What follows belongs to an exercise in optimizing a design on an open flow for small area, a short achievable clock period and few clock cycles; a production flow would make more cautious choices.
In this exercise RTL edits were held to simulation tests only and were not proved equivalent to the original.
Power is estimated from default activity; no workload was simulated.

==> run a: inputs <==
// emg_codec
module emg_codec (
    input  wire        clk,
    input  wire        rst,             
    input  wire        cmd_valid,
    output wire        cmd_ready,
    input  wire [31:0] cmd_word,
    input  wire [31:0] cmd_arg0,
    input  wire [31:0] cmd_arg1,
    input  wire [31:0] cmd_arg2,
    output reg         done,
    output wire [7:0]  err_code,
    output reg  [31:0] err_info,
    output reg  [2:0]  hdr_flags,       
    output reg  [31:0] crc_res,
    output wire [31:0] out_bits,
    output wire [31:0] out_bytes,
    output wire [31:0] payload_addr,
    output reg  [31:0] hdr_magic,
    output reg  [7:0]  hdr_version,
    output reg  [7:0]  hdr_scheme,
    output reg  [15:0] hdr_rsvd,
    output reg  [31:0] hdr_len,
    output reg  [31:0] hdr_crc,
    output reg         mem_en,
    output reg         mem_we,
    output reg  [13:0] mem_addr,        
    output reg  [3:0]  mem_wstrb,
    output reg  [31:0] mem_wdata,
    input  wire [31:0] mem_rdata
);
clock: 30.0 ns
lec_check: 0
cap_margin: 20
core_margin: 2
core_utilization: 40
slew_margin: 20
standard.sh (not shown) runs the stock make flow with config.mk's settings and CLKGATE_MAP_FILE= SYNTH_SCRIPT=/design/flow/synth_recipe.tcl, a recipe that flattens the netlist after the stock synthesis.
==> flow/flow/run.sh <==
#!/bin/bash
# The standard ORFS layout (the standard.sh, unchanged synthesis), with two
# changes in how the layout is made:
#  - the port buffers that buffer_ports inserts are sky130_fd_sc_hd__buf_1
#    (its default pick is the larger and slower clkdlybuf4s50_1 delay cell);
set -euo pipefail
cd "$(dirname "$0")/.."
bash standard.sh "BUFFER_PORTS_ARGS=-buffer_cell sky130_fd_sc_hd__buf_1" \
    SETUP_SLACK_MARGIN=22.5 finish > flow_make.log 2>&1
==> inputs of run b, as changes to run a <==
--- a/flow/design.v
+++ b/flow/design.v
@@ -36,27 +36,27 @@
                      S_HRD  = 4'd3,
                      S_HCHK = 4'd4,
                      S_PEND = 4'd5,
                      S_ENC  = 4'd6,
                      S_DEC  = 4'd7,
                      S_FIN  = 4'd8;
     reg [3:0]  state;
+    reg        is_bld, is_prs;      
     reg [16:0] ea;  reg ea_hi;      
     reg [20:0] en;  reg en_hi;      
     reg [16:0] eb;  reg eb_hi;      
     reg        eb_hi8;              
     reg [3:0]  err_c;
     reg [20:0] obits;
     reg [16:0] obytes;
     reg [16:0] paddr;
     reg [13:0] raddr;
     reg [14:0] rcnt;                
-    reg        rv1;                 
-    reg        svr;                 
-    reg [31:0] swr;
+    reg        rv1, rv;             
+    reg [31:0] rdat;
     reg [23:0] rcar;                
     reg [1:0]  rs;                  
     reg        rprime;              
     reg        cfirst;              
     reg [1:0]  cj;                  
     reg [13:0] waddr;
     reg [16:0] wend;                
@@ -225,36 +225,35 @@
     end
     wire        ss_p    = (ss_rs != 2'd0);
     wire        ss_any  = (ss_base != 15'd0) || ss_x;
     wire [14:0] ss_left = ss_base + {{14{!ss_x && !ss_p}}, !(ss_x ^ ss_p)};
     reg [31:0] sw;
     always @(*) begin
         case (rs)
-            2'd0: sw = mem_rdata;
-            2'd1: sw = {mem_rdata[7:0],  rcar[23:0]};
-            2'd2: sw = {mem_rdata[15:0], rcar[23:8]};
-            default: sw = {mem_rdata[23:0], rcar[23:16]};
+            2'd0: sw = rdat;
+            2'd1: sw = {rdat[7:0],  rcar[23:0]};
+            2'd2: sw = {rdat[15:0], rcar[23:8]};
+            default: sw = {rdat[23:0], rcar[23:16]};
         endcase
     end
     wire       rd_st1   = mem_en && !mem_we;
-    wire       sv       = rv1 && !rprime;
-    wire       pend0e   = !(rd_st1 || rv1);
-    wire       pend0    = pend0e && !svr;
-    wire       last_arr = sv && rcnt == 15'd0 && !rd_st1;
-    wire       last_crc = svr && rcnt == 15'd0 && !rd_st1 && !rv1;
+    wire       sv       = rv && !rprime;                      
+    wire       pend0    = !(rd_st1 || rv1 || rv);
+    wire       last_arr = sv && rcnt == 15'd0 && !rd_st1 && !rv1;
+    wire [1:0] pendn    = {1'b0, rd_st1} + {1'b0, rv1} + {1'b0, rv};
     reg [31:0] cmask;
     always @(*) begin
         case (cfirst ? cj : 2'd0)
             2'd0: cmask = 32'hFFFFFFFF;
             2'd1: cmask = 32'hFFFFFF00;
             2'd2: cmask = 32'hFFFF0000;
             default: cmask = 32'hFF000000;
         endcase
     end
-    wire [31:0] crc_nx = crc_t32(crc_res ^ (swr & cmask));
+    wire [31:0] crc_nx = crc_t32(crc_res ^ (sw & cmask));
     reg [31:0] dec_v;               
     reg [31:0] dec_e;               
     integer t;
     always @(*) begin
         dec_v = 32'd0;
         dec_e = 32'd0;
         case (k3[1:0])
@@ -280,20 +279,20 @@
                     dec_e[sp(t)] = 1'b1;
                 end
             end
         endcase
     end
     wire rc_nz  = (rcnt != 15'd0);
     wire enc_rd = st_enc && rc_nz &&
-                  ((!xv && (pend0e || (rd_st1 && !rv1 && rprime))) ||
-                   (xv && k3 == 3'd1 && pend0e));
-    wire enc_wr = st_enc && !dchk && !enc_rd && (xv || (!rc_nz && pend0e));
-    wire dec_wr = st_dec && !dchk && (ycomp || (!rc_nz && pend0e));
+                  ((!xv && (pend0 || (pendn == 2'd1 && rprime))) ||
+                   (xv && k3 == 3'd0 && pend0));
+    wire enc_wr = st_enc && !dchk && !enc_rd && (xv || (!rc_nz && pend0));
+    wire dec_wr = st_dec && !dchk && (ycomp || (!rc_nz && pend0));
     wire dec_rd = st_dec && rc_nz && !dec_wr;
-    wire bld_wr = st_crc && op_bld && !rc_nz && (k3 < 3'd3 || pend0);
+    wire bld_wr = st_crc && is_bld && !rc_nz && (k3 < 3'd3 || pend0);
     wire rd_go  = enc_rd || dec_rd || (st_crc && rc_nz) || (st_hrd && rc_nz);
     wire wr_go  = enc_wr || dec_wr || bld_wr;
     wire [16:0] wend_m1 = wend - 17'd1;
     wire        wr_last = (waddr == wend_m1[15:2]);
     reg [31:0] ow;
     always @(*) begin
         if (st_enc)
@@ -333,36 +332,37 @@
     endgenerate
     wire [6:0]  dstep = div5(st_chk ? 2'd0 : dr, en[19:15]);
     wire [17:0] en_nb = en[20:3] + {17'd0, en[2:0] != 3'd0};    
     always @(posedge clk) begin
         begin
             done <= 1'b0;
             rv1  <= rd_st1 && !rdy;
-            svr  <= sv && !rdy;
-            swr  <= sw;
-            if (rv1) begin
-                rcar <= mem_rdata[31:8];
+            rv   <= rv1 && !rdy;
+            rdat <= mem_rdata;
+            if (rv) begin
+                rcar <= rdat[31:8];
                 rprime <= 1'b0;
             end
-            mem_wstrb <= wstb;
-            mem_wdata <= wdat;
-            mem_addr  <= wr_go ? waddr : (raddr + 14'd1);
             if (wr_go) begin
                 mem_en    <= 1'b1;
                 mem_we    <= 1'b1;
+                mem_addr  <= waddr;
+                mem_wstrb <= wstb;
+                mem_wdata <= wdat;
                 waddr     <= waddr + 14'd1;
                 wfirst    <= 1'b0;
                 wcar      <= orot[23:0];
                 if (wr_last) begin
                     state <= S_FIN;
                     rcnt  <= 15'd0;
                 end
             end else if (rd_go) begin
                 mem_en   <= 1'b1;
                 mem_we   <= 1'b0;
+                mem_addr <= raddr + 14'd1;
                 raddr    <= raddr + 14'd1;
                 rcnt     <= rcnt - 15'd1;
             end else begin
                 mem_en <= 1'b0;
                 mem_we <= 1'b0;
             end
             case (state)
@@ -402,14 +402,16 @@
                 ycomp   <= 1'b0;
                 k3      <= 3'd0;
                 wfirst  <= 1'b1;
                 dchk    <= 1'b1;
                 ovl2    <= ck_gt;
                 dr      <= dstep[6:5];
                 dcnt    <= 2'd3;
+                is_bld  <= op_bld;
+                is_prs  <= op_prs;
                 waddr   <= op_bld ? ea[15:2] : eb[15:2];
                 wd      <= op_bld ? ea[1:0] : eb[1:0];
                 wend    <= ea16[16:0];
                 hdr_flags <= 3'd0;
                 err_c    <= 4'd0;
                 err_info <= 32'd0;
                 state    <= S_FIN;
@@ -461,22 +463,22 @@
                     end
                 end else begin
                     err_c    <= 4'd1;
                     err_info <= err_info;
                 end
             end
             S_CRC: begin
-                if (svr) begin
+                if (sv) begin
                     crc_res <= crc_nx;
                     cfirst  <= 1'b0;
                 end
                 if (bld_wr)
                     k3 <= k3 + 3'd1;
-                if (last_crc && !op_bld) begin
-                    if (op_prs) begin
+                if (last_arr && !is_bld) begin
+                    if (is_prs) begin
                         state <= S_PEND;
                     end else begin
                         done  <= 1'b1;
                         rdy   <= 1'b1;
                         state <= S_IDLE;
                     end
                 end
@@ -616,13 +618,13 @@
                 hdr_scheme  <= 8'd0;
                 hdr_rsvd  <= 16'd0;
                 hdr_len   <= 32'd0;
                 hdr_crc   <= 32'd0;
                 mem_en    <= 1'b0;
                 mem_we    <= 1'b0;
                 rv1       <= 1'b0;
-                svr       <= 1'b0;
+                rv        <= 1'b0;
                 rdy       <= 1'b1;
             end
         end
     end
 endmodule
==> flow/flow/run.sh (replaced) <==
#!/bin/bash
# The standard ORFS layout (the standard.sh, unchanged synthesis), with two
# changes in how the layout is made:
#  - the port buffers that buffer_ports inserts are sky130_fd_sc_hd__buf_2
#    (its default pick is the clkdlybuf4s50_1 delay cell);
#  - repair_timing (after placement, CTS and global routing) aims at a setup
#    slack of 22.5 ns against the design's 30 ns clock, so it sizes the
#    longest paths instead of stopping at 0 ns.
# The SDC, clock period, floorplan, power grid and CTS are the standard flow's.
set -euo pipefail
cd "$(dirname "$0")/.."
bash standard.sh "BUFFER_PORTS_ARGS=-buffer_cell sky130_fd_sc_hd__buf_2" \
    SETUP_SLACK_MARGIN=22.5 finish > flow_make.log 2>&1
==> inputs of run c, as changes to run a <==
- CORE_UTILIZATION: 40 -> 65
==> results.txt <==
Critical path depth is the same in run c and run b.
Synthesized area: run b is smaller than run c (about 0.27%).
Against run b, the power of run a is higher by 15%.
Count of clock-buffer cells in the layout, lowest first: run c, run b, run a.
Clock power: run a > run b > run c.
Combinational power: run a is larger than run b (about 40%).
Testbench counts of run a, summed over its fixed seeds: cycles 27,877.
Testbench counts of run b, summed over its fixed seeds: cycles 28,095.
Testbench counts of run c, summed over its fixed seeds: cycles 27,877.

[what the ideal ports hide]
No port has a modelled driver above. Below, the same layouts with a new extraction and two added sets of constraints.
Step 1, drivers: a clkbuf_16 drives clk and a buf_2 each remaining input, both assumed.
Step 2 also shifts input and output timing later by t, the mid clock arrival at the registers, as if the neighbouring blocks saw the same clock.
a / b / c = ideal / step 1 / step 2; a / b = the first two.
run | t (ns) | setup WS [ns] | worst setup path at the end | slew at the worst register clock pin (ns) | worst slew at a driven data input, ns
run a | 0.716 | 22.462 / 22.382 / 21.944 | input to register | 0.07 / 0.07 | 0.20
run b | 0.726 | 22.511 / 22.436 / 21.934 | input to register | 0.06 / 0.06 | 0.15
run c | 0.719 | 22.464 / 22.395 / 22.004 | input to register | 0.08 / 0.08 | 0.14
After both steps setup and hold are still met in every run listed. For run b, which loses most, drivers alone change the setup slack by -0.075 ns; drivers and shift together by -0.577 ns.
